From an optimization exercise on the open Yosys and OpenROAD flow, aimed at small area; shortcuts taken in it are not production practice. In this exercise RTL edits were held to simulation tests only and were not proved equivalent to the original.

### flow/design.v
module ssc_seg7 (
    input  wire [3:0] n,
    output wire [6:0] g
);
    assign g[0] = n[3] | n[1] | (n[2] & n[0]) | (~n[2] & ~n[0]);
    assign g[1] = ~n[2] | (n[1] & n[0]) | (~n[1] & ~n[0]);
    assign g[2] = n[2] | ~n[1] | n[0];
    assign g[3] = n[3] | (~n[2] & ~n[0]) | (n[1] & ~n[0]) | (~n[2] & n[1]) | (n[2] & ~n[1] & n[0]);
    assign g[4] = ~n[0] & (~n[2] | n[1]);
    assign g[5] = n[3] | (~n[1] & ~n[0]) | (n[2] & ~n[1]) | (n[2] & ~n[0]);
    assign g[6] = n[3] | (n[2] & ~n[1]) | (~n[2] & n[1]) | (n[1] & ~n[0]);
endmodule
module ssc_glyphs (
    input  wire [7:0] c,
    input  wire [7:0] unk,
    output wire [6:0] dglyph,    
    output reg  [7:0] cglyph     
);
    wire [6:0] g7;
    ssc_seg7 u_seg7 (.n(c[3:0]), .g(g7));
    wire lo_digit = ~c[3] | (~c[2] & ~c[1]);        
    assign dglyph = (c[7:4] == 4'h0 && lo_digit) ? g7 : 7'h00;
    wire [7:0] letter = (c >= 8'h61 && c <= 8'h7A) ? {c[7:6], 1'b0, c[4:0]} : c;
    always @(*) begin
        if (c[7:4] == 4'h3 && lo_digit) begin
            cglyph = {1'b0, g7};
        end else begin
            case (letter)
                "A": cglyph = 8'h77;
                "B": cglyph = 8'h7C;
                "C": cglyph = 8'h39;
                "D": cglyph = 8'h5E;
                "E": cglyph = 8'h79;
                "F": cglyph = 8'h71;
                "G": cglyph = 8'h3D;
                "H": cglyph = 8'h76;
                "I": cglyph = 8'h30;
                "J": cglyph = 8'h1E;
                "K": cglyph = 8'h75;
                "L": cglyph = 8'h38;
                "M": cglyph = 8'h37;
                "N": cglyph = 8'h54;
                "O": cglyph = 8'h3F;
                "P": cglyph = 8'h73;
                "Q": cglyph = 8'h67;
                "R": cglyph = 8'h50;
                "S": cglyph = 8'h6D;
                "T": cglyph = 8'h78;
                "U": cglyph = 8'h3E;
                "V": cglyph = 8'h3E;
                "W": cglyph = 8'h2A;
                "X": cglyph = 8'h76;
                "Y": cglyph = 8'h6E;
                "Z": cglyph = 8'h5B;
                ".":   cglyph = 8'h80;
                "-":   cglyph = 8'h40;
                "!":   cglyph = 8'h82;
                "?":   cglyph = 8'h53;
                "(":   cglyph = 8'h39;
                ")":   cglyph = 8'h0F;
                "[":   cglyph = 8'h39;
                "]":   cglyph = 8'h0F;
                "/":   cglyph = 8'h52;
                8'h5C: cglyph = 8'h64;    
                "*":   cglyph = 8'h63;
                8'hB0: cglyph = 8'h63;    
                8'h22: cglyph = 8'h22;    
                8'h27: cglyph = 8'h02;    
                "+":   cglyph = 8'h46;
                "_":   cglyph = 8'h08;
                ":":   cglyph = 8'h09;
                ";":   cglyph = 8'h0D;
                "=":   cglyph = 8'h48;
                ">":   cglyph = 8'h0C;
                "<":   cglyph = 8'h18;
                "^":   cglyph = 8'h23;
                ",":   cglyph = 8'h04;
                " ":   cglyph = 8'h00;
                default: cglyph = unk;
            endcase
        end
    end
endmodule
module ssc_int_enc (
    input  wire [31:0] v,        
    input  wire [3:0]  dlen,     
    input  wire        lz,       
    output reg         in_range,
    output reg  [55:0] digits    
);
    wire neg = v[31];
    integer i;
    function automatic [6:0] seg7(input [3:0] n);
        begin
            seg7[0] = n[3] | n[1] | (n[2] & n[0]) | (~n[2] & ~n[0]);
            seg7[1] = ~n[2] | (n[1] & n[0]) | (~n[1] & ~n[0]);
            seg7[2] = n[2] | ~n[1] | n[0];
            seg7[3] = n[3] | (~n[2] & ~n[0]) | (n[1] & ~n[0]) | (~n[2] & n[1]) | (n[2] & ~n[1] & n[0]);
            seg7[4] = ~n[0] & (~n[2] | n[1]);
            seg7[5] = n[3] | (~n[1] & ~n[0]) | (n[2] & ~n[1]) | (n[2] & ~n[0]);
            seg7[6] = n[3] | (n[2] & ~n[1]) | (~n[2] & n[1]) | (n[1] & ~n[0]);
        end
    endfunction
    function automatic [3:0] add3(input [3:0] a);
        reg ge5;
        begin
            ge5 = a[3] | (a[2] & (a[1] | a[0]));
            add3 = {ge5, ge5 ? (a[3] & a[0]) : a[2], ge5 ? ~(a[1] ^ a[0]) : a[1], ge5 ? ~a[0] : a[0]};
        end
    endfunction
    reg [23:0] neg_lo;
    reg        bw;
    always @(*) begin
        bw = 1'b1;
        for (i = 0; i < 24; i = i + 1) begin
            neg_lo[i] = ~(v[i] ^ bw);
            bw = bw & ~v[i];
        end
    end
    wire [26:0] mag = neg ? {3'b000, neg_lo} : v[26:0];
    genvar s, g;
    generate
        for (s = 0; s <= 27; s = s + 1) begin : g_dd
            wire [31:0] b;       
            if (s == 0) begin : g0
                assign b = 32'd0;
            end else begin : gs
                wire [31:0] a;
                for (g = 0; g < 8; g = g + 1) begin : g_dig
                    localparam integer PMAX = (100000000 - 1) >> (28 - s);
                    localparam integer DMAX = (PMAX >= 10 * (10 ** g)) ? 9 : PMAX / (10 ** g);
                    if (DMAX >= 8) begin : g_a3
                        assign a[g*4 +: 4] = add3(g_dd[s-1].b[g*4 +: 4]);
                    end else if (DMAX >= 5) begin : g_a3s
                        assign a[g*4 +: 4] = add3({1'b0, g_dd[s-1].b[g*4 +: 3]});
                    end else begin : g_pass
                        assign a[g*4 +: 4] = g_dd[s-1].b[g*4 +: 4];
                    end
                end
                assign b = {a[30:0], mag[27-s]};
            end
        end
    endgenerate
    wire [31:0] bcd = g_dd[27].b;
    wire [6:0] g7 [0:7];
    generate
        for (g = 0; g < 8; g = g + 1) begin : g_glyph
            assign g7[g] = seg7(bcd[g*4 +: 4]);
        end
    endgenerate
    reg [8:0] tz;
    always @(*) begin
        tz[8] = 1'b1;
        for (i = 7; i >= 0; i = i - 1)
            tz[i] = tz[i+1] & (bcd[i*4 +: 4] == 4'd0);
    end
    wire below_1e8 = (v[26:0] < 27'd100000000);
    always @(*) begin
        if (!neg)
            in_range = (v[30:27] == 4'd0) && below_1e8 && tz[dlen];
        else
            in_range = (v[30:24] == 7'h7F) && (v[23:0] != 24'd0) && tz[dlen - 4'd1];
    end
    always @(*) begin
        for (i = 0; i < 8; i = i + 1) begin
            if (neg && (lz ? (dlen[2:0] == i[2:0] + 3'd1)
                           : (i > 0 && tz[i] && (i == 1 || !tz[i-1]))))
                digits[i*7 +: 7] = 7'h40;
            else if (lz || i == 0 || !tz[i])
                digits[i*7 +: 7] = g7[i];
            else
                digits[i*7 +: 7] = 7'h00;
        end
    end
endmodule
module ssc_fa (
    input  wire a, b, ci,
    output wire s, co
);
    assign s  = a ^ b ^ ci;
    assign co = (a & b) | (a & ci) | (b & ci);
endmodule
module ssc_div_stage #(
    parameter integer W   = 17,
    parameter integer INV = 0
) (
    input  wire [W-1:0] t,       
    input  wire [15:0]  d,
    input  wire [15:0]  nd,      
    input  wire         dz,      
    output wire         ge,
    output wire [((W < 16) ? W : 16)-1:0] r    
);
    localparam integer N = (W < 16) ? W : 16;    
    wire [15:0] db = INV ? d : nd;               
    wire [N:1]  c;                               
    wire [N-1:0] sum;
    wire gen;
    genvar k;
    generate
        for (k = 0; k < N; k = k + 1) begin : b
            if (k == 0 && INV == 0) begin : f1       
                assign sum[0] = ~(t[0] ^ db[0]);
                assign c[1]   = t[0] | db[0];
            end else if (k == 0) begin : f0          
                assign sum[0] = t[0] ^ db[0];
                assign c[1]   = t[0] & db[0];
            end else begin : f
                ssc_fa u_fa (.a(t[k]), .b(db[k]), .ci(c[k]), .s(sum[k]), .co(c[k+1]));
            end
            assign r[k] = ~((ge & sum[k]) | (gen & t[k]));
        end
        if (W == 17) begin : gw
            if (INV) begin : i
                assign gen = t[16] & c[16];
                assign ge  = ~gen;
            end else begin : n
                assign ge  = t[16] | c[16];
                assign gen = ~ge;
            end
        end else begin : gn
            if (INV) begin : i
                assign ge = ~c[N] & dz;
            end else begin : n
                assign ge = c[N] & dz;
            end
            assign gen = ~ge;
        end
    endgenerate
endmodule
module ssc_div_cmp #(
    parameter integer INV = 0
) (
    input  wire [16:0] t,
    input  wire [15:0] d,
    input  wire [15:0] nd,
    output wire        ge
);
    wire [15:0] db = INV ? d : nd;
    wire [16:0] c;
    assign c[0] = INV ? 1'b0 : 1'b1;
    genvar k;
    generate
        for (k = 0; k < 16; k = k + 1) begin : b
            assign c[k+1] = (t[k] & db[k]) | (t[k] & c[k]) | (db[k] & c[k]);
        end
    endgenerate
    assign ge = INV ? ~(t[16] & c[16]) : (t[16] | c[16]);
endmodule
module ssc_div_hi #(
    parameter integer H = 18
) (
    input  wire [H-1:0] nh,
    input  wire [15:0]  d,
    output wire [15:0]  rh       
);
    wire [15:0] nd = ~d;
    wire [16:0] dz;
    assign dz[16] = 1'b1;
    genvar k, s;
    generate
        for (k = 15; k >= 0; k = k - 1) begin : g_dz
            assign dz[k] = dz[k+1] & ~d[k];
        end
        for (s = 0; s < H; s = s + 1) begin : st
            localparam integer W = (s < 16) ? s + 1 : 17;      
            wire [W-1:0] t;
            wire [((W < 16) ? W : 16)-1:0] r;
            wire ge;
            if (s == 0) begin : t0
                assign t = nh[H-1];
            end else if (s % 2 == 1) begin : ti       
                assign t = {st[s-1].r[W-2:0], ~nh[H-1-s]};
            end else begin : tt
                assign t = {st[s-1].r[W-2:0], nh[H-1-s]};
            end
            ssc_div_stage #(.W(W), .INV(s % 2)) u_st (
                .t(t), .d(d), .nd(nd), .dz(dz[W < 17 ? W : 16]), .ge(ge), .r(r));
        end
    endgenerate
    assign rh = st[H-1].r;
endmodule
module ssc_div_lo #(
    parameter integer L = 14
) (
    input  wire [15:0]  rh,
    input  wire [L-1:0] nl,
    input  wire [15:0]  d,
    output wire         q0
);
    wire [15:0] nd = ~d;
    genvar s;
    generate
        for (s = 0; s < L; s = s + 1) begin : st
            wire [16:0] t;
            wire [15:0] r;
            wire ge;
            if (s == 0) begin : t0
                assign t = {rh, nl[L-1]};
            end else if (s % 2 == 1) begin : ti
                assign t = {st[s-1].r, ~nl[L-1-s]};
            end else begin : tt
                assign t = {st[s-1].r, nl[L-1-s]};
            end
            if (s < L - 1) begin : sr
                ssc_div_stage #(.W(17), .INV(s % 2)) u_st (
                    .t(t), .d(d), .nd(nd), .dz(1'b1), .ge(ge), .r(r));
            end else begin : sl       
                ssc_div_cmp #(.INV(s % 2)) u_st (.t(t), .d(d), .nd(nd), .ge(ge));
            end
        end
    endgenerate
    assign q0 = st[L-1].ge;
endmodule
module ssc_mux #(
    parameter integer CLK_PER_MS = 16
) (
    input  wire        clk,
    input  wire        rst,          
    input  wire        bus_rd,
    input  wire        bus_wr,
    input  wire [3:0]  bus_addr,
    input  wire [31:0] bus_wdata,
    output reg  [31:0] rdata,
    output wire [7:0]  seg_out,
    output wire [7:0]  dig_act,
    output wire [63:0] dig_duty,     
    output wire        out_en
);
    localparam [3:0] A_CMD = 4'h0, A_ARG = 4'h1, A_RESULT = 4'h2, A_STATUS = 4'h3,
                     A_CONFIG = 4'h4, A_BLINK_IV = 4'h5, A_UNK_GLYPH = 4'h6,
                     A_CTRL = 4'h7, A_NOW_MS = 4'h8, A_EN_MASK = 4'h9,
                     A_BL_MASK = 4'hA, A_SEQ = 4'hB;
    localparam [7:0] OP_NOP = 8'h00, OP_INIT = 8'h01, OP_CLEAR = 8'h02, OP_REFRESH = 8'h03,
                     OP_SET_BYTE = 8'h10, OP_SET_DIGIT = 8'h11, OP_SET_CHAR = 8'h12,
                     OP_SET_SEG = 8'h13, OP_SET_INT = 8'h14, OP_SHIFT = 8'h15,
                     OP_EN_DIGIT = 8'h20, OP_BLINK_DIGIT = 8'h21, OP_EN_ALL = 8'h22,
                     OP_BLINK_ALL = 8'h23,
                     OP_GET_BYTE = 8'h30, OP_GET_SEG = 8'h31, OP_GLYPH_DIGIT = 8'h32,
                     OP_GLYPH_CHAR = 8'h33, OP_GLYPH_MINUS = 8'h34, OP_GLYPH_DOT = 8'h35,
                     OP_SEG_SET = 8'h36, OP_SEG_TEST = 8'h37, OP_INVERT = 8'h38,
                     OP_IN_RANGE = 8'h39;
    localparam [1:0] S_IDLE = 2'd0, S_SLOT = 2'd1, S_GAP = 2'd2;
    localparam integer PW = (CLK_PER_MS > 1) ? $clog2(CLK_PER_MS) : 1;
    integer i;
    reg [7:0]  fb [0:7];
    reg [7:0]  en;
    reg [7:0]  bl;
    reg [31:0] arg;
    reg [7:0]  result;           
    reg        init, rej, pend;
    reg        pol, has_dp;
    reg [3:0]  dlen;
    reg [7:0]  dwell, bright;
    reg [15:0] iv;
    reg [7:0]  unk;
    reg        cont;
    reg [31:0] now_ms;
    reg [PW-1:0] presc;
    reg [1:0]  seq_state;
    reg [3:0]  seq_idx;
    reg [7:0]  seq_cnt;
    reg        seq_lit;
    reg [7:0]  seq_latch;
    reg [15:0] rh;               
    wire [7:0] op  = bus_wdata[31:24];
    wire [7:0] f_d = bus_wdata[23:16];
    wire [7:0] f_s = bus_wdata[15:8];
    wire [7:0] f_b = bus_wdata[7:0];
    wire wr     = bus_wr && !rst;
    wire wr_cmd = wr && bus_addr == A_CMD;
    wire cmd    = wr_cmd && init;        
    wire d_ok   = (f_d < {4'd0, dlen});
    wire seg_ok = (f_s < 8'd7) || (f_s == 8'd7 && has_dp);
    wire [6:0] digit7;
    wire [7:0] char_glyph_b;
    wire [7:0] digit_glyph_b = {1'b0, digit7};
    ssc_glyphs u_glyphs (.c(f_b), .unk(unk), .dglyph(digit7), .cglyph(char_glyph_b));
    wire        int_ok;
    wire [55:0] int_bytes;
    ssc_int_enc u_int (.v(arg), .dlen(dlen), .lz(f_b[0]),
                       .in_range(int_ok), .digits(int_bytes));
    wire       is_shift = (op == OP_SHIFT);
    wire [2:0] amt = is_shift ? (3'd0 - f_b[2:0]) : f_d[2:0];
    reg  [7:0] r1 [0:7];
    reg  [7:0] r2 [0:7];
    reg  [7:0] rot [0:7];
    reg  [7:0] shift_fb [0:7];
    reg  signed [9:0] src;
    always @(*) begin
        for (i = 0; i < 8; i = i + 1) r1[i]  = amt[0] ? fb[(i + 1) % 8] : fb[i];
        for (i = 0; i < 8; i = i + 1) r2[i]  = amt[1] ? r1[(i + 2) % 8] : r1[i];
        for (i = 0; i < 8; i = i + 1) rot[i] = amt[2] ? r2[(i + 4) % 8] : r2[i];
        for (i = 0; i < 8; i = i + 1) begin
            src = i[9:0] - {{2{f_b[7]}}, f_b};
            shift_fb[i] = (src >= 0 && src < $signed({6'd0, dlen})) ? rot[i] : 8'h00;
        end
    end
    wire [7:0] fb_d = rot[0];
    wire [7:0] seg_mask = 8'd1 << f_s[2:0];
    wire tick      = (presc == PW'(CLK_PER_MS - 1));
    wire tick_next = (presc == PW'(CLK_PER_MS - 2));     
    reg [31:0] now_n;
    localparam integer SPLIT = 14;       
    reg [31-SPLIT:0] nh_next;
    reg        cy;
    always @(*) begin
        cy = tick;
        for (i = 0; i < 32; i = i + 1) begin
            now_n[i] = now_ms[i] ^ cy;
            cy = cy & now_ms[i];
        end
        cy = tick_next & (&now_n[SPLIT-1:0]);
        for (i = 0; i < 32 - SPLIT; i = i + 1) begin
            nh_next[i] = now_n[SPLIT+i] ^ cy;
            cy = cy & now_n[SPLIT+i];
        end
    end
    wire        iv_load = wr && bus_addr == A_BLINK_IV && bus_wdata[15:0] != 16'd0;
    wire [15:0] iv_next = iv_load ? bus_wdata[15:0] : iv;
    wire [15:0] rh_next;
    ssc_div_hi #(.H(32 - SPLIT)) u_div_hi (.nh(nh_next), .d(iv_next), .rh(rh_next));
    wire q0;
    ssc_div_lo #(.L(SPLIT)) u_div_lo (.rh(rh), .nl(now_n[SPLIT-1:0]), .d(iv), .q0(q0));
    wire blink_on = ~q0;
    wire st_idle = (seq_state == S_IDLE);
    wire st_slot = (seq_state == S_SLOT);
    wire st_gap  = (seq_state == S_GAP);
    wire cnt_one = (seq_cnt == 8'd1);
    wire run     = cont || pend;
    wire start_pass = (st_idle && init && run) || (st_gap && tick && cnt_one && run);
    wire slot_next  = st_slot && tick && cnt_one;
    wire begin_slot = start_pass || slot_next;
    reg [7:0] cand, onehot;
    reg [7:0] latch_n;
    reg [2:0] j;
    reg       found, bl_j, seen;
    always @(*) begin
        for (i = 0; i < 8; i = i + 1)
            cand[i] = en[i] && (i < dlen) && (!st_slot || i > seq_idx[2:0]);
        seen = 1'b0;
        for (i = 0; i < 8; i = i + 1) begin
            onehot[i] = cand[i] && !seen;
            seen = seen || cand[i];
        end
        found   = seen;
        j       = 3'd0;
        latch_n = 8'd0;
        bl_j    = 1'b0;
        for (i = 0; i < 8; i = i + 1) begin
            if (onehot[i]) j = i[2:0];
            bl_j    = bl_j | (onehot[i] & bl[i]);
        end
        latch_n = fb[j];
    end
    wire busy = !st_idle;
    wire rd_ok = bus_rd && !rst;
    reg  [15:0] rsel;            
    always @(*) begin
        for (i = 0; i < 16; i = i + 1)
            rsel[i] = rd_ok && bus_addr == i[3:0];
        rdata = ({32{rsel[A_ARG]}}       & arg)
              | ({32{rsel[A_RESULT]}}    & {24'd0, result})
              | ({32{rsel[A_STATUS]}}    & {28'd0, pend, rej, busy, init})
              | ({32{rsel[A_CONFIG]}}    & {8'd0, bright, dwell, dlen, 2'b00, has_dp, pol})
              | ({32{rsel[A_BLINK_IV]}}  & {16'd0, iv})
              | ({32{rsel[A_UNK_GLYPH]}} & {24'd0, unk})
              | ({32{rsel[A_CTRL]}}      & {31'd0, cont})
              | ({32{rsel[A_NOW_MS]}}    & now_ms)
              | ({32{rsel[A_EN_MASK]}}   & {24'd0, en})
              | ({32{rsel[A_BL_MASK]}}   & {24'd0, bl})
              | ({32{rsel[A_SEQ]}}       & {8'd0, seq_latch, seq_cnt, seq_idx, 1'b0, seq_lit, seq_state});
    end
    wire pend_set = cmd && op == OP_REFRESH;
    wire single_wr = cmd && d_ok &&
                     (op == OP_SET_BYTE || op == OP_SET_DIGIT || op == OP_SET_CHAR ||
                      (op == OP_SET_SEG && seg_ok));
    reg [7:0] single_v;
    always @(*) begin
        case (op[1:0])
            2'd0:    single_v = f_b;
            2'd1:    single_v = digit_glyph_b;
            2'd2:    single_v = char_glyph_b;
            default: single_v = f_b[0] ? (fb_d | seg_mask) : (fb_d & ~seg_mask);
        endcase
    end
    wire multi_wr = cmd && (op == OP_CLEAR || op == OP_SHIFT || (op == OP_SET_INT && int_ok));
    always @(posedge clk)
        rh <= rh_next;
    always @(posedge clk) begin
        if (rst) begin
            for (i = 0; i < 8; i = i + 1)
                fb[i] <= 8'h00;
            en        <= 8'hFF;
            bl        <= 8'h00;
            arg       <= 32'd0;
            result    <= 8'd0;
            init      <= 1'b0;
            rej       <= 1'b0;
            pend      <= 1'b0;
            pol       <= 1'b0;
            has_dp    <= 1'b1;
            dlen      <= 4'd8;
            dwell     <= 8'd2;
            bright    <= 8'd200;
            iv        <= 16'd250;
            unk       <= 8'h49;
            cont      <= 1'b1;
            now_ms    <= 32'd0;
            presc     <= {PW{1'b0}};
            seq_state <= S_IDLE;
            seq_idx   <= 4'd0;
            seq_cnt   <= 8'd0;
            seq_lit   <= 1'b0;
            seq_latch <= 8'h00;
        end else begin
            presc  <= tick ? {PW{1'b0}} : presc + 1'b1;
            now_ms <= now_n;
            for (i = 0; i < 8; i = i + 1) begin
                if (single_wr && f_d[2:0] == i[2:0])
                    fb[i] <= single_v;
                else if (multi_wr && i < dlen)
                    fb[i] <= (op[2] ? (op[0] ? shift_fb[i] : {1'b0, int_bytes[i*7 +: 7]}) : 8'h00);
            end
            if (bus_wr) begin
                case (bus_addr)
                    A_CMD: begin
                        if (!init) begin
                            if (op == OP_INIT)
                                init <= 1'b1;
                            else if (op != OP_NOP)
                                rej <= 1'b1;
                        end else begin
                            case (op)
                                OP_NOP, OP_CLEAR, OP_REFRESH, OP_SHIFT: ;
                                OP_SET_BYTE, OP_SET_DIGIT, OP_SET_CHAR:
                                    if (!d_ok) rej <= 1'b1;
                                OP_SET_SEG:
                                    if (!(d_ok && seg_ok)) rej <= 1'b1;
                                OP_SET_INT:
                                    if (!int_ok) rej <= 1'b1;
                                OP_EN_DIGIT:
                                    if (d_ok) en[f_d[2:0]] <= f_b[0];
                                    else rej <= 1'b1;
                                OP_BLINK_DIGIT:
                                    if (d_ok) bl[f_d[2:0]] <= f_b[0];
                                    else rej <= 1'b1;
                                OP_EN_ALL:
                                    for (i = 0; i < 8; i = i + 1)
                                        if (i < dlen) en[i] <= f_b[0];
                                OP_BLINK_ALL:
                                    for (i = 0; i < 8; i = i + 1)
                                        if (i < dlen) bl[i] <= f_b[0];
                                OP_GET_BYTE:
                                    if (d_ok) result <= fb_d;
                                    else begin
                                        result <= 8'd0;
                                        rej    <= 1'b1;
                                    end
                                OP_GET_SEG:
                                    if (d_ok && seg_ok) result <= {7'd0, fb_d[f_s[2:0]]};
                                    else begin
                                        result <= 8'd0;
                                        rej    <= 1'b1;
                                    end
                                OP_GLYPH_DIGIT:
                                    result <= digit_glyph_b;
                                OP_GLYPH_CHAR:
                                    result <= char_glyph_b;
                                OP_GLYPH_MINUS:
                                    result <= 8'h40;
                                OP_GLYPH_DOT:
                                    result <= 8'h80;
                                OP_SEG_SET:
                                    if (seg_ok)
                                        result <= f_d[0] ? (f_b | seg_mask) : (f_b & ~seg_mask);
                                    else begin
                                        result <= f_b;
                                        rej    <= 1'b1;
                                    end
                                OP_SEG_TEST:
                                    if (seg_ok) result <= {7'd0, f_b[f_s[2:0]]};
                                    else begin
                                        result <= 8'd0;
                                        rej    <= 1'b1;
                                    end
                                OP_INVERT:
                                    result <= ~f_b;
                                OP_IN_RANGE:
                                    result <= {7'd0, int_ok};
                                default:         
                                    rej <= 1'b1;
                            endcase
                        end
                    end
                    A_ARG:
                        arg <= bus_wdata;
                    A_STATUS:
                        if (bus_wdata[2]) rej <= 1'b0;
                    A_CONFIG:
                        if (init) rej <= 1'b1;
                        else begin
                            pol    <= bus_wdata[0];
                            has_dp <= bus_wdata[1];
                            if (bus_wdata[7:4] >= 4'd1 && bus_wdata[7:4] <= 4'd8)
                                dlen <= bus_wdata[7:4];
                            else
                                rej <= 1'b1;
                            if (bus_wdata[15:8] != 8'd0)
                                dwell <= bus_wdata[15:8];
                            else
                                rej <= 1'b1;
                            bright <= bus_wdata[23:16];
                        end
                    A_BLINK_IV:
                        if (bus_wdata[15:0] != 16'd0) iv <= bus_wdata[15:0];
                        else rej <= 1'b1;
                    A_UNK_GLYPH:
                        if (init) rej <= 1'b1;
                        else unk <= bus_wdata[7:0];
                    A_CTRL:
                        cont <= bus_wdata[0];
                    default:         
                        rej <= 1'b1;
                endcase
            end
            if (begin_slot) begin
                seq_cnt <= dwell;
                if (found) begin
                    seq_state <= S_SLOT;
                    seq_idx   <= {1'b0, j};
                    seq_lit   <= !(bl_j && !blink_on);
                    seq_latch <= latch_n;
                end else begin
                    seq_state <= S_GAP;
                    seq_idx   <= dlen;
                    seq_lit   <= 1'b0;
                end
            end else if (!st_idle && tick) begin
                if (cnt_one) begin       
                    seq_state <= S_IDLE;
                    seq_idx   <= 4'd0;
                    seq_cnt   <= 8'd0;
                    seq_lit   <= 1'b0;
                end else
                    seq_cnt <= seq_cnt - 8'd1;
            end
            if (pend_set)
                pend <= 1'b1;
            else if (start_pass)
                pend <= 1'b0;
        end
    end
    wire lit_now = st_slot && seq_lit;
    wire [7:0] duty_on = pol ? ~bright : bright;
    genvar g;
    generate
        for (g = 0; g < 8; g = g + 1) begin : g_digit
            assign dig_act[g] = lit_now && (seq_idx == g);
            assign dig_duty[g*8 +: 8] = dig_act[g] ? duty_on : {8{pol}};
        end
        for (g = 0; g < 8; g = g + 1) begin : g_seg
            assign seg_out[g] = (lit_now && seq_latch[g] && (g < 7 || has_dp)) ^ pol;
        end
    endgenerate
    assign out_en = init;
endmodule
### flow/flow/run.sh
#!/bin/bash
# Layout flow: the standard layout (standard.sh) with two changes.
#  - Synthesis runs flow/my_synth.tcl: synth_recipe.tcl with an
#    area-recovering ABC script (flow/abc_own.script) for the final
#    mapping, and full/half adders taken only from the ssc_fa cell.
#  - The port buffers that placement inserts on every input and output
#    are sky130_fd_sc_hd__buf_1 (BUFFER_PORTS_ARGS).
# Each step's full output goes to a log file in the work folder (and
# ORFS's own logs under orfs/logs).
set -euo pipefail
here=$(cd "$(dirname "${BASH_SOURCE[0]}")" && pwd)
sed "s#SYNTH_SCRIPT=[^ ]*#SYNTH_SCRIPT=$here/my_synth.tcl#" standard.sh > own_synth.sh
grep -q "SYNTH_SCRIPT=$here/my_synth.tcl" own_synth.sh
sed 's#"\${@:-finish}"#"BUFFER_PORTS_ARGS=-buffer_cell sky130_fd_sc_hd__buf_1" "${@:-finish}"#' standard.sh > own_layout.sh
grep -q "BUFFER_PORTS_ARGS" own_layout.sh
bash own_synth.sh synth > synth.log 2>&1
bash own_layout.sh > layout.log 2>&1
### flow/flow/abc_own.script
strash
dch -f
amap -m -F 8 -A 16
strash
dch -f
amap -m -F 8 -A 16
strash
dch -f
amap -m -F 8 -A 16
strash
dch -f
amap -m -F 8 -A 16
strash
dch -f
amap -m -F 8 -A 16
topo
### flow/standard.sh
#!/bin/bash
# synth_recipe.tcl (not shown) runs the flow's synth.tcl, then flattens the netlist and writes it again
# the make line also repeats each setting of config.mk as NAME=value (left out here)
make -C /OpenROAD-flow-scripts/flow DESIGN_CONFIG=/design/flow/config.mk WORK_HOME=/design/flow/orfs CLKGATE_MAP_FILE= SYNTH_SCRIPT=/design/flow/synth_recipe.tcl "${@:-finish}"
### flow/config.mk
export PLATFORM = sky130hd
export DESIGN_NAME = ssc_mux
export DESIGN_NICKNAME = ssc_mux
export VERILOG_FILES = /design/flow/design.v
export SDC_FILE = /design/flow/constraint.sdc
export NUM_CORES = 4
export LEC_CHECK = 0
export ABC_AREA = 1
export ABC_CLOCK_PERIOD_IN_PS = 140000
export CAP_MARGIN = 20
export CORE_MARGIN = 2
export CORE_UTILIZATION = 40
export GPL_TIMING_DRIVEN = 0
export PLACE_DENSITY = 0.6
export SLEW_MARGIN = 20
export SYNTH_HIERARCHICAL = 1
### flow/constraint.sdc
create_clock -name core_clock -period 140.0 [get_ports {clk}]
set_input_delay 28.0000 -clock core_clock [delete_from_list [all_inputs] [get_ports {clk}]]
set_output_delay 28.0000 -clock core_clock [all_outputs]
set_load 0.01 [all_outputs]
### flow/flow/my_synth.tcl
# The standard synthesis (synth_recipe.tcl), with one change: the final
# technology mapping runs ABC with the area-recovering script in
# abc_own.script (beside this file) in place of ORFS's abc script.
set ::own_dir [file dirname [file normalize [info script]]]
proc synth {args} { yosys synth -nofsm -noshare {*}$args }
proc abc {args} {
  set out {}
  set skip 0
  foreach a $args {
    if { $skip } { lappend out [file join $::own_dir abc_own.script]; set skip 0; continue }
    if { $a eq "-script" } { set skip 1 }
    lappend out $a
  }
  yosys abc {*}$out
}
# Full and half adders are taken only from the adder cell module (ssc_fa);
# everywhere else ABC maps the logic.
proc extract_fa {args} { yosys extract_fa {*}$args ssc_fa }
source $::env(SCRIPTS_DIR)/synth.tcl
# left out here: clear keep_hierarchy, flatten, clean up, hide names made inside functions, write 1_2_yosys.v
==> results.ini, run 1 <==
[critical_path]
worst_path_max_delay_cell=o22ai_1
cp_slowest_stage_delay_ns=0.99
critical_path.top_delay_family=adder cells
end_kind=register
crit_fanout=20
critPathMostFrequentCell=fa_1
crit_type=in -> reg
worstSetupStartpointType=input pin
critPathArrivalTime_ns=106.62
path_buf_inv=8
critPathRequiredTime_ns=140.48

[cts]
cts_resized=0
clk_path_buf_depth=3
cts_buffers=29
numClockSinks=245
cts_root_buf=clkbuf_16
clock_latency_ns=0.61
htree_levels=1
clkTransAtPathRegs_ns=0.06
holdBufCountCts=0
cts_tree=yes
cts_setup_buffers=0

[global_route]
grt_usage_pct=30.21
grt_pass1_vias=32951
busiest_layer=met2
antenna_found_initial=18
grt-ovfl-total=0
met1_usage_pct=39.78
grt_use_met3_pct=7.802
grt_pass1_wl_um=194900
grt_max_degree=48
grt_util_met2_pct=46.69

[finish]
syn2layout_area_growth_pct=12.41
n_fill_cell=7938
drive_above_1_share_pct=3.393
nNetsFinal=4872
fin_area_um2=35030

[drt]
drtAntennaViolNets=0
avgRoutedWirePerCell_um=22.39
first_pass_iters=10
vias=35523
drc_errors=0
drt-total-wl_um=124300
via_per_inst=6.395
dr.first_iter.drc_count=4469

[placed_design]
postPlaceCellArea_um2=33930
io_buffers=152
finalWeightedCongestion=0.9957
dp_slack_ns=33.13
dpl.hpwl_um=98980

[floorplanning]
core_um2=77340
design.die.area_um2=80160
fp.dieH_um=283.1
die_width_um=283.1
initial_core_util_pct=40.29
rows=102
io_pins=153

[sta]
report.final.slew_viol_count=0
finalHoldViolCount=0
setup_viol=0
slew_headroom_pct=14.14
skew_ns=0.02794
worst_slew_pin_slew_ns=1.288
max_freq_mhz=9.422
period_minus_slack_ns=106.13
tns_ns=0
setup_ws_ns=33.87
rsz0062_at_grt=no
whs_ns=0.4735
fin_crit_sh_pct=75.81

[hold_path]
hold_class=reg -> reg

[synthesis]
avgSynthCellArea_um2=7.326
syn_inst=4254
synth_fp_nets=4639
synth_warnings=15
synth_area_um2=31160

[outcome]
status=timing/DRC/antenna clean

[job]
maxCapViolCount=0

==> stage by stage <==
| stage | std cells | util, % |
|---|---|---|
| final | 5555 | 45.30 |
| after global routing | 5550 | 45.28 |
| after CTS | 5545 | 45.19 |
| after detailed placement | 5492 | 43.87 |
| after global placement | 5446 | 42.71 |
| after floorplan | 4254 | - |
==> worst reg2reg max path: cells and delay by family (launching register included) <==
family | cells | cell delay, ns
AOI/OAI and AO/OA | 32 | 6.65
adders and majority gates | 195 | 76.71
buffers and inverters | 11 | 1.78
DFF | 1 | 0.37
and+or+nand+nor | 53 | 11.02
==> layout by cell type, fill, tap and decap left out, drive strengths merged, types with 35 or more instances in the layout <==
| cell | count |
|---|---|
| a21oi | 226 |
| a221oi | 36 |
| a222oi | 127 |
| a22oi | 89 |
| buf | 202 |
| clkbuf | 38 |
| clkinv | 519 |
| dfxtp | 245 |
| fa | 345 |
| nand2 | 272 |
| nor2 | 764 |
| nor2b | 42 |
| nor3 | 70 |
| o21ai | 449 |
| o221ai | 35 |
| o22a | 63 |
| o22ai | 658 |
==> path summary, 6_finish.rpt <==
check / startpoint / to / slack [ns] / depth (start not counted)
setup / recovery: bus_wdata[10] / rh[4] / 33.87 / 225
hold / removal: presc[0] / presc[0] / 0.47 / 1
setup reg to reg: presc[0] / seq_lit / 43.47 / 291
hold reg to reg: presc[0] / presc[0] / 0.47 / 1
==> area by class of cell <==
cell class	count	area (µm²)	area share (%)
clock inverters	15	227.7	0.6500
well taps	1040	1301	3.714
repair buffers	202	1284	3.664
multi-input cells	3497	24570	70.13
inverters	512	1929	5.507
flip-flops and latches	245	4907	14.01
clock buffers	38	799.5	2.282
diodes	6	15.01	0.04286
==> sequential cells by signal, indices dropped and copies added (netlist names), 2 cells and up <==
name and cells:
fb 64, arg 32, now_ms 32, iv 16, rh 16, bl 8, bright 8, dwell 8
en 8, result 8, seq_cnt 8, seq_latch 8, unk 8, dlen 4, presc 4, seq_idx 4
seq_state 2
==> layer usage <==
| layer | up-vias | wire [µm] |
|---|---|---|
| met4 | 24 | 6603 |
| met1 | 16721 | 50510 |
| li1 | 16668 | - |
| met5 | - | 136 |
| met3 | 398 | 12690 |
| met2 | 1712 | 54400 |
==> run 2, diff against run 1 <==
--- a/flow/config.mk
+++ b/flow/config.mk
@@ -11,5 +11,5 @@
 export CORE_MARGIN = 2
-export CORE_UTILIZATION = 40
+export CORE_UTILIZATION = 60
 export GPL_TIMING_DRIVEN = 0
-export PLACE_DENSITY = 0.6
+export PLACE_DENSITY = 0.75
 export SLEW_MARGIN = 20
==> run 2 against run 1 <==
  * Critical path depth up 5
  * Non-clock buffer count fell by 7
  * Sequential share of layout area rose by 0.24 points
  * Cell area down 1.7%
  * Maximum frequency shrank 1.1%
==> results.ini, run 2 <==
[sta]
tns_ns=0  ; unchanged
max_freq_mhz=9.316  ; -1.1%
worst_slew_pin_slew_ns=1.331  ; +0.04285 ns
whs_ns=0.4296  ; -0.04389 ns
report.final.slew_viol_count=0  ; unchanged
finalHoldViolCount=0  ; unchanged
fin_crit_sh_pct=76.68  ; +0.87 points
period_minus_slack_ns=107.35  ; +1.211 ns
slew_headroom_pct=10.95  ; -3.2 points
setup_viol=0  ; unchanged
rsz0062_at_grt=no
skew_ns=0.07349  ; +0.04555 ns

[critical_path]
ff2ff_setup_slack_ns=40.70  ; -2.77 ns
end_kind=register
cp_slowest_stage_delay_ns=0.82  ; -0.17 ns
crit_cells=230  ; +2.2%
crit_type=in -> reg
path_buf_inv=10  ; +2
critPathArrivalTime_ns=107.80  ; +1.18 ns
r2r-end=seq_lit
crit_fanout=20  ; unchanged
reg2regPathDepth=288  ; -1.0%
worstSetupStartpointType=input pin
critPathMostFrequentCell=fa_1
timing.rr.start=presc[0]
critPathRequiredTime_ns=140.46  ; -0.02 ns
critical_path.top_delay_family=adder cells
worst_path_max_delay_cell=nor2_1

[drt]
drt-total-wl_um=119700  ; -3.7%
drc_errors=0  ; unchanged
drtAntennaViolNets=0  ; unchanged
dr.first_iter.drc_count=5410  ; +21%
avgRoutedWirePerCell_um=23.09  ; +3.2%
first_pass_iters=13  ; +3
via_per_inst=7.017  ; +9.7%
vias=36371  ; +2.4%

[cts]
cts_resized=0  ; unchanged
clk_path_buf_depth=3  ; unchanged
cts_buffers=27  ; -6.9%
holdBufCountCts=0  ; unchanged
cts_tree=yes
clock_latency_ns=0.62  ; about the same
htree_levels=1  ; unchanged
cts_setup_buffers=0  ; unchanged
numClockSinks=245  ; unchanged
cts_root_buf=clkbuf_16
clkTransAtPathRegs_ns=0.07  ; about the same

[global_route]
grt_pass1_vias=33293  ; +1.0%
grt_max_degree=57  ; +19%
grt_pass1_wl_um=186600  ; -4.3%
grt_usage_pct=44.15  ; +14 points
grt-ovfl-total=0  ; unchanged
antenna_found_initial=7  ; -11

[synthesis]
synth_fp_nets=4639  ; unchanged
syn_inst=4254  ; unchanged
synth_warnings=15  ; unchanged
avgSynthCellArea_um2=7.326  ; unchanged
synth_area_um2=31160  ; unchanged

[floorplanning]
initial_core_util_pct=60.75  ; +20 points
rows=83  ; -19%
io_pins=153  ; unchanged
fp.dieH_um=231.9  ; -18%
design.die.area_um2=53780  ; -33%
die_width_um=231.9  ; -18%
core_um2=51300  ; -34%

[hold_path]
hold_class=reg -> reg
worstHoldStart=dwell[0]
worstHoldEndpoint=seq_cnt[0]
hold_depth=2  ; +1

[placed_design]
finalWeightedCongestion=1.098  ; +10%
io_buffers=152  ; unchanged
dpl.hpwl_um=95300  ; -3.7%

[finish]
drive_above_1_share_pct=3.024  ; -0.37 points
top_register=fb
largest_register_ffs=64  ; unchanged
reg.largest.list=fb (64), arg (32), now_ms (32)
n_fill_cell=4479  ; -44%
final_common_cell=nor2_1
syn2layout_area_growth_pct=10.48
nNetsFinal=4863  ; -0.18%
mostFrequentLayoutCells=nor2_1 (754), o22ai_1 (654), clkinv_1 (507), o21ai_0 (439), fa_1 (345)

[job]
maxCapViolCount=0  ; unchanged

[outcome]
status=timing/DRC/antenna clean

-- run 2: tightest hold or removal path, stage by stage, from the launching register on --
cell and delay (ns):
dfxtp_1 0.32, clkinv_1 0.06, a221oi_1 0.06
-- run 2: through the flow --
stage | cell area [µm²] | setup slack [ns] | util [%] | cells
finish | 34430 | 32.65 | 67.11 | 5183
CTS | 34370 | 33.33 | 67.00 | 5176
floorplan | 31160 | 38.03 | - | 4254
global placement | 32590 | 26.39 | 63.52 | 5086
detailed placement | 33410 | 32.87 | 65.13 | 5127
global route | 34420 | 28.84 | 67.10 | 5180
-- run 2: layer usage --
layer  GRT usage [%]  vias to the layer above  wire length (µm)
li1                -                    16613                 -
met2           64.06                     2343             49590
met4           20.79                       10              6856
met1           59.89                    16915             46460
met3           13.63                      490             16680
met5           1.011                        -               113
-- run 2: worst max-delay path by stage --
stage,startpoint,to,slack [ns]
after global routing,bus_wdata[8],rh[4],28.84
final,bus_wdata[8],rh[11],32.65
after global placement,rst,rh[0],26.39
after floorplan,bus_wdata[8],rh[0],38.03
after CTS,bus_wdata[8],rh[11],33.33
after detailed placement,bus_wdata[8],rh[0],32.87
-- run 2: final cells by class --
class,instances,area [µm²],share of cell area (%)
clock inverters,17,235.2,0.6832
multi-input cells,3497,24530,71.25
flip-flops and latches,245,4906,14.25
repair buffers,195,1240,3.601
well taps,680,850.8,2.471
diodes,5,12.51,0.03634
inverters,512,1928,5.600
clock buffers,32,724.4,2.104
==> run 3, diff against run 2 <==
--- a/flow/flow/my_synth.tcl
+++ b/flow/flow/my_synth.tcl
@@ -1,4 +1,5 @@
-# The standard synthesis (synth_recipe.tcl), with one change: the final
+# The standard synthesis (synth_recipe.tcl), with two changes: the final
 # technology mapping runs ABC with the area-recovering script in
-# abc_own.script (beside this file) in place of ORFS's abc script.
+# abc_own.script (beside this file) in place of ORFS's abc script, and
+# full/half adders are extracted only in the adder cell module (below).
 set ::own_dir [file dirname [file normalize [info script]]]
--- a/flow/config.mk
+++ b/flow/config.mk
@@ -12,2 +12,4 @@
 export CORE_UTILIZATION = 60
+export CTS_CLUSTER_DIAMETER = 100
+export CTS_CLUSTER_SIZE = 25
 export GPL_TIMING_DRIVEN = 0
==> run 3 against run 2 <==
  * Worst hold slack better by 0.045 ns
  * Critical path depth stayed put
  * Wire length hardly changed
  * Die area stayed put
  * Still clean
==> results.ini, run 3 <==
[placed_design]
dpl.hpwl_um=95300  ; unchanged
finalWeightedCongestion=1.098  ; unchanged
dp_slack_ns=32.87  ; unchanged
io_buffers=152  ; unchanged
placed_cells=5127  ; unchanged

[global_route]
grt_pass1_wl_um=186400  ; about the same
grt-ovfl-total=0  ; unchanged
grt_max_degree=57  ; unchanged
grt_pass1_vias=33197  ; -0.29%
antenna_found_initial=5  ; -2
grt_usage_pct=44.10  ; -0.047 points

[finish]
final_common_cell=nor2_1
reg.largest.list=fb (64), arg (32), now_ms (32)
layout.cells.non_filler=5154  ; -0.56%
fin_util_pct=66.16  ; -0.95 points
multi_input_area_um2=24540  ; about the same
syn2layout_area_growth_pct=8.909
seq_area_um2=4906  ; unchanged
top_register=fb
mostFrequentLayoutCells=nor2_1 (754), o22ai_1 (654), clkinv_1 (507), o21ai_0 (439), fa_1 (345)
n_fill_cell=4534  ; +1.2%
drive_above_1_share_pct=2.483  ; -0.54 points
largest_register_ffs=64  ; unchanged
nNetsFinal=4851  ; -0.25%

[floorplanning]
fp.dieH_um=231.9  ; unchanged
initial_core_util_pct=60.75  ; unchanged
die_width_um=231.9  ; unchanged
io_pins=153  ; unchanged
core_um2=51300  ; unchanged
design.die.area_um2=53780  ; unchanged
rows=83  ; unchanged

[critical_path]
worstSetupStartpointType=input pin
critPathArrivalTime_ns=107.86  ; +0.06 ns
crit_type=in -> reg
critPathRequiredTime_ns=140.43  ; -0.03 ns
timing.rr.start=presc[0]
ff2ff_setup_slack_ns=40.46  ; -0.24 ns
cp_slowest_stage_delay_ns=0.82  ; about the same
r2r-end=seq_lit
crit_path_start=bus_wdata[8]
worst_path_max_delay_cell=nor2_1
critPathMostFrequentCell=fa_1
end_kind=register
crit_fanout=20  ; unchanged
reg2regPathDepth=288  ; unchanged

[sta]
fin_crit_sh_pct=76.74  ; about the same
tns_ns=0  ; unchanged
finalHoldViolCount=0  ; unchanged
setup_viol=0  ; unchanged
max_freq_mhz=9.308  ; about the same
report.final.slew_viol_count=0  ; unchanged
slew_headroom_pct=10.34  ; -0.62 points
rsz0062_at_grt=no
worst_slew_pin_slew_ns=1.340  ; +0.009211 ns
period_minus_slack_ns=107.43  ; +0.08440 ns
setup_ws_ns=32.57  ; -0.08440 ns
skew_ns=0.02979  ; -0.04369 ns

[cts]
cts_root_buf=clkbuf_16
cts_buffers=15  ; -44%
clkTransAtPathRegs_ns=0.10  ; +0.03 ns
clock_latency_ns=0.54  ; -0.08 ns
htree_levels=1  ; unchanged
numClockSinks=245  ; unchanged
cts_resized=0  ; unchanged
cts_setup_buffers=0  ; unchanged
cts_tree=yes
clk_path_buf_depth=3  ; unchanged
holdBufCountCts=0  ; unchanged

[drt]
vias=36356  ; -0.041%
avgRoutedWirePerCell_um=23.22  ; +0.56%
drc_errors=0  ; unchanged
drt-total-wl_um=119700  ; about the same
drtAntennaViolNets=0  ; unchanged
first_pass_iters=12  ; -1
via_per_inst=7.054  ; +0.52%
dr.first_iter.drc_count=5703  ; +5.4%

[synthesis]
synth_warnings=15  ; unchanged
avgSynthCellArea_um2=7.326  ; unchanged
synth_fp_nets=4639  ; unchanged
syn_inst=4254  ; unchanged
synth_area_um2=31160  ; unchanged

[hold_path]
hold_class=reg -> reg
worstHoldEndpoint=presc[3]
hold_depth=2  ; unchanged
worstHoldStart=presc[3]

[job]
maxCapViolCount=0  ; unchanged

[outcome]
status=timing/DRC/antenna clean

run 3: worst max-delay path by stage:
stage / to / slack (ns) / depth (start not counted)
6_report: rh[0] / 32.57 / 230
5_1_grt: rh[4] / 28.83 / 228
4_1_cts: rh[5] / 33.32 / 226
3_5_place_dp: rh[0] / 32.87 / 226
3_3_place_gp: rh[0] / 26.39 / 215
2_1_floorplan: rh[0] / 38.03 / 223
run 3: final cells by class:
type                       count  area share [%]
inverter                     512           5.681
timing repair buffer         195           3.653
clock buffer                  15           1.106
sequential                   245           14.45
multi-input combinational   3497           72.30
antenna                        4         0.02949
tap                          680           2.507
clock inverter                 6          0.2728
run 3: critical path, delay by kind of cell:
family          cells  cell delay, ns
compound gates     21            5.34
fa+ha+maj         150           60.55
buf+inv            10            2.93
simple gates       49           10.94
run 3: metal layers:
layer	track usage [%]	share of wire (%)	up-vias
li1	-	-	16549
met4	21.03	5.9	2
met2	63.80	41	2370
met5	0.09191	0.0067	-
met1	60.42	39	16967
met3	12.92	14	468
run 3: per-stage QoR:
stage	cell area, µm²	hold WS, ns
2_1_floorplan	31160	0.4277
3_3_place_gp	32590	0.4566
3_5_place_dp	33410	0.4617
4_1_cts	33880	0.4751
5_1_grt	33930	0.5097
6_report	33940	0.4749
==> run 4, diff against run 3 <==
--- a/flow/config.mk
+++ b/flow/config.mk
@@ -11,3 +11,3 @@
 export CORE_MARGIN = 2
-export CORE_UTILIZATION = 60
+export CORE_UTILIZATION = 40
 export CTS_CLUSTER_DIAMETER = 100
@@ -15,3 +15,3 @@
 export GPL_TIMING_DRIVEN = 0
-export PLACE_DENSITY = 0.75
+export PLACE_DENSITY = 0.6
 export SLEW_MARGIN = 20
==> run 4 against run 3 <==
  * Still clean
  * Utilization shrank 22 points
  * Setup slack improved by 1.3 ns
  * Via count decreased by 2.9%
  * Count of clock-buffer cells in the layout is 1 higher
  * Final cell count rose by 7.2%
  * Critical path type unchanged
  * Largest cell class unchanged
==> results.ini, run 4 <==
[critical_path]
end_kind=register
critPathRequiredTime_ns=140.43  ; about the same
cp_slowest_stage_delay_ns=0.99  ; +0.17 ns
timing.rr.start=presc[0]
critPathArrivalTime_ns=106.55  ; -1.31 ns
worst_path_max_delay_cell=o22ai_1
ff2ff_setup_slack_ns=43.59  ; +3.13 ns
crit_type=in -> reg
crit_path_start=bus_wdata[10]
crit_fanout=20  ; unchanged
worstSetupStartpointType=input pin
critPathMostFrequentCell=fa_1

[drt]
drt-total-wl_um=123800  ; +3.4%
first_pass_iters=14  ; +2
drc_errors=0  ; unchanged
vias=35313  ; -2.9%
via_per_inst=6.393  ; -9.4%
drtAntennaViolNets=0  ; unchanged
dr.first_iter.drc_count=4691  ; -18%
avgRoutedWirePerCell_um=22.41  ; -3.5%

[sta]
worst_slew_pin_slew_ns=1.346  ; +0.005648 ns
report.final.slew_viol_count=0  ; unchanged
skew_ns=0.02360  ; -0.006189 ns
period_minus_slack_ns=106.12  ; -1.306 ns
rsz0062_at_grt=no
tns_ns=0  ; unchanged
finalHoldViolCount=0  ; unchanged
max_freq_mhz=9.423  ; +1.2%
slew_headroom_pct=9.897  ; -0.44 points
setup_ws_ns=33.88  ; +1.306 ns
fin_crit_sh_pct=75.80  ; -0.93 points
setup_viol=0  ; unchanged

[finish]
fin_area_um2=34460  ; +1.5%
mostFrequentLayoutCells=nor2_1 (750), o22ai_1 (652), clkinv_1 (506), o21ai_0 (438), fa_1 (345)
top_register=fb
final_common_cell=nor2_1
drive_above_1_share_pct=2.814  ; +0.33 points
n_fill_cell=7990  ; +76%
largest_register_ffs=64  ; unchanged
layout.cells.non_filler=5524  ; +7.2%
syn2layout_area_growth_pct=10.58
reg.largest.list=fb (64), arg (32), now_ms (32)
nNetsFinal=4857  ; +0.12%

[global_route]
grt_pass1_wl_um=193900  ; +4.0%
grt-ovfl-total=0  ; unchanged
grt_usage_pct=30.07  ; -14 points
antenna_found_initial=17  ; +12
grt_pass1_vias=32818  ; -1.1%
grt_max_degree=48  ; -16%

[floorplanning]
io_pins=153  ; unchanged
rows=102  ; +23%
initial_core_util_pct=40.29  ; -20 points
design.die.area_um2=80160  ; +49%
die_width_um=283.1  ; +22%
core_um2=77340  ; +51%
fp.dieH_um=283.1  ; +22%

[cts]
cts_buffers=15  ; unchanged
cts_resized=0  ; unchanged
clock_latency_ns=0.54  ; about the same
numClockSinks=245  ; unchanged
clkTransAtPathRegs_ns=0.10  ; about the same
cts_root_buf=clkbuf_16
cts_tree=yes
holdBufCountCts=0  ; unchanged
htree_levels=1  ; unchanged
clk_path_buf_depth=3  ; unchanged
cts_setup_buffers=0  ; unchanged

[placed_design]
dpl.hpwl_um=98980  ; +3.9%
io_buffers=152  ; unchanged
finalWeightedCongestion=0.9957  ; -9.3%
postPlaceCellArea_um2=33930  ; +1.5%
placed_cells=5492  ; +7.1%
dp_slack_ns=33.13  ; +0.2574 ns

[synthesis]
synth_area_um2=31160  ; unchanged
synth_warnings=15  ; unchanged
synth_fp_nets=4639  ; unchanged
syn_inst=4254  ; unchanged
avgSynthCellArea_um2=7.326  ; unchanged

[outcome]
status=timing/DRC/antenna clean

[hold_path]
hold_class=reg -> reg
worstHoldStart=presc[2]

[job]
maxCapViolCount=0  ; unchanged

[run 4: cell count changes in the layout (fill, tap and decap cells not counted), sizes merged]
cell / change
inv: +3
bufinv: -1
clkinv: -3
clkbuf: -1
clkinvlp: +1
buf: +8
diode: +3
[run 4: stage by stage]
step	utilization (%)	hold slack [ns]
global route	44.54	0.4975
detailed placement	43.87	0.4580
finish	44.56	0.4757
CTS	44.46	0.4734
global placement	42.71	0.4556
floorplan	-	0.4277
[run 4: area by class of cell]
type	instances	area (µm²)	share of cell area (%)
inverters	512	1929	5.599
multi-input cells	3497	24570	71.29
well taps	1040	1301	3.776
flip-flops and latches	245	4907	14.24
clock inverters	6	72.57	0.2106
clock buffers	16	389.1	1.129
diodes	7	17.52	0.05083
repair buffers	201	1276	3.703
[run 4: path summary, 6_finish.rpt]
kind / endpoint / cells past startpoint
worst min register to register: presc[2] / 2
worst max-delay path: rh[6] / 225
worst min-delay path: presc[2] / 2
worst max register to register: seq_lit / 291
[run 4: layer usage]
layer	track usage [%]	share of wire [%]
met2	46.34	43
met5	0	0.11
met4	13.39	5.6
met3	7.424	9.7
met1	39.85	41
[run 4: critical path, delay by kind of cell]
| family | cells | cell delay (ns) |
|---|---|---|
| AND/OR/NAND/NOR | 46 | 10.59 |
| AO/OA/AOI/OAI | 21 | 5.36 |
| adder cells (fa/ha/maj) | 150 | 59.29 |
| buffers and inverters | 8 | 3.21 |

## separate check: timing with driven ports
In the flow no input, the clock included, has a driving cell. The finished layouts below were timed again as built, in two steps.
Step 1: set_driving_cell puts a clkbuf_16 on clk and a buf_2 on each other input, an assumption about the parent block.
Step 2, shift: input delay + t, output delay - t, t = (earliest + latest rising clock arrival at the registers) / 2. This alone moves slack from input paths to output paths.
a / b / c = ideal / step 1 / step 2; a / b = the first two.
| run | t, ns | setup slack, ns | worst data-port slew with drivers (ns) |
|---|---|---|---|
| run 1 | 0.653 | 33.865 / 33.820 / 33.166 | 0.13 |
| run 2 | 0.649 | 32.654 / 32.683 / 32.033 | 0.13 |
| run 3 | 0.588 | 32.570 / 32.600 / 32.012 | 0.13 |
| run 4 | 0.602 | 33.876 / 33.837 / 33.235 | 0.14 |
After both steps setup and hold are still met in every run listed. The setup slack of run 1, which loses most, moves by -0.045 ns with the drivers and by -0.699 ns with both steps.
